Background: an optimization exercise with open tools, aiming at small area, a short achievable clock period and few clock cycles per item. Do not read the settings as production practice.
The RTL was checked by simulation tests, not by an equivalence proof against the original design.
Power and IR drop assume default switching activity.

==> flow/design.v (excerpt) <==
module ad5934_ctrl (
    input  wire         clk,
    input  wire         rst,           
    input  wire         cmd_valid,
    output wire         cmd_ready,
    input  wire [167:0] cmd,
    output reg          rsp_valid,
    output wire [209:0] rsp,
    output wire         bus_req,
    output wire         bus_we,
    output wire [7:0]   bus_addr,
    output wire [7:0]   bus_wdata,
    input  wire         bus_ack,
    input  wire [7:0]   bus_rdata,
    input  wire         bus_err,
    input  wire [31:0]  poll_budget
);
Settings: LEC_CHECK=0, CAP_MARGIN=20, CORE_MARGIN=2, CORE_UTILIZATION=60, CTS_CLUSTER_SIZE=20, PLACE_DENSITY=0.72, SETUP_SLACK_MARGIN=4.5, SLEW_MARGIN=20; clock period 8.0 ns.
standard.sh (not shown) runs the stock make flow with config.mk's settings and CLKGATE_MAP_FILE= SYNTH_SCRIPT=/design/flow/synth_recipe.tcl, a recipe that flattens the netlist after the stock synthesis.
==> flow/flow/run.sh <==
#!/bin/bash
# Standard layout, with the port buffers made of the smallest buffer cell.
set -euo pipefail
bash standard.sh 'BUFFER_PORTS_ARGS=-buffer_cell sky130_fd_sc_hd__buf_1' finish > orfs_make.log 2>&1
Testbench counts at the start, summed over its fixed seeds: cycles 52,357, commands 4,800.
Rerun with:
--- a/flow/design.v
+++ b/flow/design.v
@@ -57,15 +57,14 @@
     reg [31:0] Creg;                 
     reg        fA;                   
     reg        chk1, chk2, chk3, ovb, ovfA, ovfB;
     reg        dv_run, dv_sec, pend, cfg_ok, cmp_pend, add_re, add_im;
     reg [4:0]  dv_cnt;
     reg        tof, to_r;
     reg        x_S, x_fp1, y_Cn, y_Cp, y_sx, a_cin;
-    reg        it0b;                 
     reg [24:0] p_start, p_inc;
     reg [8:0]  p_ninc;
     reg [15:0] p_rep;
     reg [8:0]  idx;                  
     reg [15:0] cnt;                  
     reg [31:0] sum_re;               
     reg [31:0] sum_im;               
@@ -128,15 +127,15 @@
         case (nb[1:0])
             2'd0: fixbyte = {7'd0, idx[8]};
             2'd1: fixbyte = idx[7:0];
             2'd2: fixbyte = {4'd0, sum_im[11:8]};
             default: fixbyte = sum_im[7:0];
         endcase
     end
-    wire dv_go   = dv_run && !chk1 && !ovb && !it0b && (!pend || bus_idle_cfg);
+    wire dv_go   = dv_run && !chk1 && !ovb && (!pend || bus_idle_cfg);
     wire dv_step = dv_go && (dv_cnt != 5'd24);
     wire dv_rein = dv_go && (dv_cnt == 5'd24) && !dv_sec;
     wire c_clr  = rs_rmw && (is_stby || is_pd || is_init);
     wire c_fz   = rs_rmw && is_strt;
     wire c_finc = rs_emp && !to_r;
     wire        q;
     wire [33:0] xop;
@@ -170,16 +169,16 @@
     wire ovb_d    = !rst && chk1 && is_cfg;
     wire add_re_d = !rst && okk && a_smp && (baddr[1:0] == 2'd1);
     wire add_im_d = !rst && okk && a_smp && (baddr[1:0] == 2'd3);
     wire to_r_d   = tof ? !as[33] : to_r;     
     wire finc_d   = !rst && e_emp && !to_r_d;
     wire x_S_n    = dv_run_n && !ovb_d;
     wire x_S_d    = !rst && (accept ? !cmd[5] : x_S_n);
-    wire s_step   = chk1 || it0b || dv_step;
-    wire t_d      = s_step ? as[33] : (dv_rein ? 1'b0 : add_clk);    
+    wire s_step   = chk1 || dv_step;
+    wire t_d      = s_step ? as[33] : (dv_rein || add_clk);    
     wire y_Cp_d   = !rst && !accept && x_S_n && t_d;
     wire y_Cn_d   = !rst && (accept || (x_S_n && !t_d) || ovb_d || tof_n);
     always @(posedge clk) begin
         rsp_valid <= e_ill || berr || e_emp || e_flt || e_cfg || e_wr || e_enc || e_fa
                      || c_bad || cmp_pend;
         rs_ill <= e_ill;
         rs_ber <= berr;
@@ -209,21 +208,22 @@
         to_r     <= to_r_d;
         x_S      <= x_S_d;
         x_fp1    <= tof_d || finc_d;
         y_Cn     <= y_Cn_d;
         y_Cp     <= y_Cp_d;
         y_sx     <= add_re_d || add_im_d;
         a_cin    <= y_Cn_d || finc_d;
-        it0b     <= dv_rein && !rst;
         cmp_pend <= 1'b0;
         fA <= |cmd[39:33];
         if (chk1)
             ovfA <= fA || q;
-        if (ovb)
+        if (ovb) begin
             ovfB <= pf[25] || q;
+            fp1  <= as[31:0];
+        end
         if (rdy) begin
             op      <= cop;
             is_enc  <= (cop == 8'h01);
             is_cfg  <= (cop == 8'h02);
             is_poll <= (cop == 8'h20);
             is_stby <= (cop == 8'h10);
             is_pd   <= (cop == 8'h11);
@@ -283,30 +283,30 @@
         end
         if (add_re) begin
             sum_re     <= as[31:0];
             Creg[15:0] <= Creg[31:16];
         end
         if (add_im)
             sum_im <= as[31:0];
-        if (chk1 || it0b) begin
+        if (chk1) begin
             S <= as;
             Q <= {Q[22:0], Creg[1]};
         end
         if (chk3 && !c_bad)
             cfg_ok <= 1'b1;
         if (dv_step) begin
             S      <= as;
             Q      <= {Q[22:0], q};
             dv_cnt <= dv_cnt + 5'd1;
             if (dv_cnt[2:0] == 3'd7 && is_cfg)
                 pend <= 1'b1;
         end
         if (dv_rein) begin
-            S      <= {3'b000, pf[24:0], Creg[31:26]};
-            Q      <= Creg[25:2];
+            S      <= {2'b11, fp1};
+            Q      <= Creg[24:1];
             dv_cnt <= 5'd0;
             dv_sec <= 1'b1;
         end
         if (take) begin
             breq   <= 1'b1;
             bwe    <= 1'b1;
             baddr  <= nb;
After rerunning: The new run passed the timing, DRC and antenna checks. Global-route usage falls by 0.16 points. Final cell count came out higher by about 2.5%. First-iteration DRC count grows by about 3%. Die area hardly moves. Cell area is higher by about 2%. Wire length grows by 0.90%. Power goes down by about 0.4%. Non-clock buffer count grows by 11. Via count rises by 0.44%.
Testbench counts after the change, summed over its fixed seeds: cycles 52,207, commands 4,800.

---

ad5934_ctrl with an RTL version that a note above also has.
For scale: roughly 2500 cells after synthesis, ~400 flip-flops, about 0.023 mm2 of cells after synthesis.
clock: 8.0 ns
lec_check: 0
cap_margin: 20
core_margin: 2
core_utilization: 50
place_density: 0.65
setup_slack_margin: 4.5
slew_margin: 20
Scripts as last shown in full above: flow/flow/run.sh
Testbench counts at the start, summed over its fixed seeds: cycles 52,207, commands 4,800.
Next try:
--- a/flow/design.v
+++ b/flow/design.v
@@ -55,18 +55,19 @@
     reg [33:0] S;                    
     reg [23:0] Q;                    
     reg [31:0] Creg;                 
     reg        fA;                   
     reg        chk1, chk2, chk3, ovb, ovfA, ovfB;
     reg        dv_run, dv_sec, pend, cfg_ok, cmp_pend, add_re, add_im;
     reg [4:0]  dv_cnt;
     reg        tof, to_r;
     reg        x_S, x_fp1, y_Cn, y_Cp, y_sx, a_cin;
+    reg        it0b;                 
     reg [24:0] p_start, p_inc;
     reg [8:0]  p_ninc;
     reg [15:0] p_rep;
     reg [8:0]  idx;                  
     reg [15:0] cnt;                  
     reg [31:0] sum_re;               
     reg [31:0] sum_im;               
     reg [31:0] fp1;                  
     reg [33:0] pf;                   
@@ -125,19 +126,19 @@
     reg  [7:0] fixbyte;
     always @(*) begin
         case (nb[1:0])
             2'd0: fixbyte = {7'd0, idx[8]};
             2'd1: fixbyte = idx[7:0];
             2'd2: fixbyte = {4'd0, sum_im[11:8]};
             default: fixbyte = sum_im[7:0];
         endcase
     end
-    wire dv_go   = dv_run && !chk1 && !ovb && (!pend || bus_idle_cfg);
+    wire dv_go   = dv_run && !chk1 && !ovb && !it0b && (!pend || bus_idle_cfg);
     wire dv_step = dv_go && (dv_cnt != 5'd24);
     wire dv_rein = dv_go && (dv_cnt == 5'd24) && !dv_sec;
     wire c_clr  = rs_rmw && (is_stby || is_pd || is_init);
     wire c_fz   = rs_rmw && is_strt;
     wire c_finc = rs_emp && !to_r;
     wire        q;
     wire [33:0] xop;
     wire        add_clk;
     wire [33:0] ax = ({34{x_S}} & xop)
@@ -167,20 +168,20 @@
     wire dv_run_d = !rst && (accept ? (c_legal && c_div) : dv_run_n);
     wire tof_d    = !rst && (accept ? cmd[5] : tof_n);
     wire ovb_d    = !rst && chk1 && is_cfg;
     wire add_re_d = !rst && okk && a_smp && (baddr[1:0] == 2'd1);
     wire add_im_d = !rst && okk && a_smp && (baddr[1:0] == 2'd3);
     wire to_r_d   = tof ? !as[33] : to_r;     
     wire finc_d   = !rst && e_emp && !to_r_d;
     wire x_S_n    = dv_run_n && !ovb_d;
     wire x_S_d    = !rst && (accept ? !cmd[5] : x_S_n);
-    wire s_step   = chk1 || dv_step;
-    wire t_d      = s_step ? as[33] : (dv_rein || add_clk);    
+    wire s_step   = chk1 || it0b || dv_step;
+    wire t_d      = s_step ? as[33] : (dv_rein ? 1'b0 : add_clk);    
     wire y_Cp_d   = !rst && !accept && x_S_n && t_d;
     wire y_Cn_d   = !rst && (accept || (x_S_n && !t_d) || ovb_d || tof_n);
     always @(posedge clk) begin
         rsp_valid <= e_ill || berr || e_emp || e_flt || e_cfg || e_wr || e_enc || e_fa
                      || c_bad || cmp_pend;
         rs_ill <= e_ill;
         rs_ber <= berr;
         rs_flt <= e_flt;
         rs_emp <= e_emp;
@@ -206,26 +207,25 @@
         dv_run   <= dv_run_d;
         tof      <= tof_d;
         to_r     <= to_r_d;
         x_S      <= x_S_d;
         x_fp1    <= tof_d || finc_d;
         y_Cn     <= y_Cn_d;
         y_Cp     <= y_Cp_d;
         y_sx     <= add_re_d || add_im_d;
         a_cin    <= y_Cn_d || finc_d;
+        it0b     <= dv_rein && !rst;
         cmp_pend <= 1'b0;
         fA <= |cmd[39:33];
         if (chk1)
             ovfA <= fA || q;
-        if (ovb) begin
+        if (ovb)
             ovfB <= pf[25] || q;
-            fp1  <= as[31:0];
-        end
         if (rdy) begin
             op      <= cop;
             is_enc  <= (cop == 8'h01);
             is_cfg  <= (cop == 8'h02);
             is_poll <= (cop == 8'h20);
             is_stby <= (cop == 8'h10);
             is_pd   <= (cop == 8'h11);
             is_init <= (cop == 8'h12);
             is_strt <= (cop == 8'h13);
@@ -281,34 +281,34 @@
                 p_rep   <= cnt;
             end
         end
         if (add_re) begin
             sum_re     <= as[31:0];
             Creg[15:0] <= Creg[31:16];
         end
         if (add_im)
             sum_im <= as[31:0];
-        if (chk1) begin
+        if (chk1 || it0b) begin
             S <= as;
             Q <= {Q[22:0], Creg[1]};
         end
         if (chk3 && !c_bad)
             cfg_ok <= 1'b1;
         if (dv_step) begin
             S      <= as;
             Q      <= {Q[22:0], q};
             dv_cnt <= dv_cnt + 5'd1;
             if (dv_cnt[2:0] == 3'd7 && is_cfg)
                 pend <= 1'b1;
         end
         if (dv_rein) begin
-            S      <= {2'b11, fp1};
-            Q      <= Creg[24:1];
+            S      <= {3'b000, pf[24:0], Creg[31:26]};
+            Q      <= Creg[25:2];
             dv_cnt <= 5'd0;
             dv_sec <= 1'b1;
         end
         if (take) begin
             breq   <= 1'b1;
             bwe    <= 1'b1;
             baddr  <= nb;
             bwdata <= fixed ? fixbyte : Q[7:0];
             if (!fixed)
What happened: Register-to-register slack improved by 0.02 ns; count of clock-buffer cells in the layout grows by 7; routed wire length shrinks by a few percent; synthesized cell count shrinks by a few percent; total power hardly moves; die area is about the same; first-iteration DRC count grows by a little under a tenth.
Testbench counts after the change, summed over its fixed seeds: cycles 52,357, commands 4,800.

## separate check: timing with driven ports
The flow's constraints put no driver on any port. The routed layouts listed below were extracted and timed again, unchanged, in two steps. Step 1: set_driving_cell puts a clkbuf_16 on clk and a buf_2 on each other input, an assumption about the parent block. Step 2 times the ports against the registers' clock, not the clock port: input delays grow and output delays shrink by t, the midpoint of the rising clock arrivals with the driver on. Slacks: ideal / step 1 / step 2; pairs: ideal / step 1.
run | t, ns | slack for setup (ns) | hold WS [ns] | pins driven straight from the clock port
the first run of note 1 | 0.653 | 4.493 / 4.493 / 4.082 | 0.458 / 0.458 / 0.458 | 1
the second run of note 1 | 0.653 | 4.447 / 4.412 / 3.960 | 0.490 / 0.490 / 0.490 | 1
the first run of note 2 | 0.644 | 4.469 / 4.462 / 3.921 | 0.477 / 0.477 / 0.477 | 1
the second run of note 2 | 0.641 | 4.488 / 4.484 / 4.136 | 0.466 / 0.466 / 0.466 | 1
After both steps every run listed still meets setup and hold. The setup slack of the first run of note 2, which loses most, moves by -0.007 ns with the drivers and by -0.548 ns with both steps.
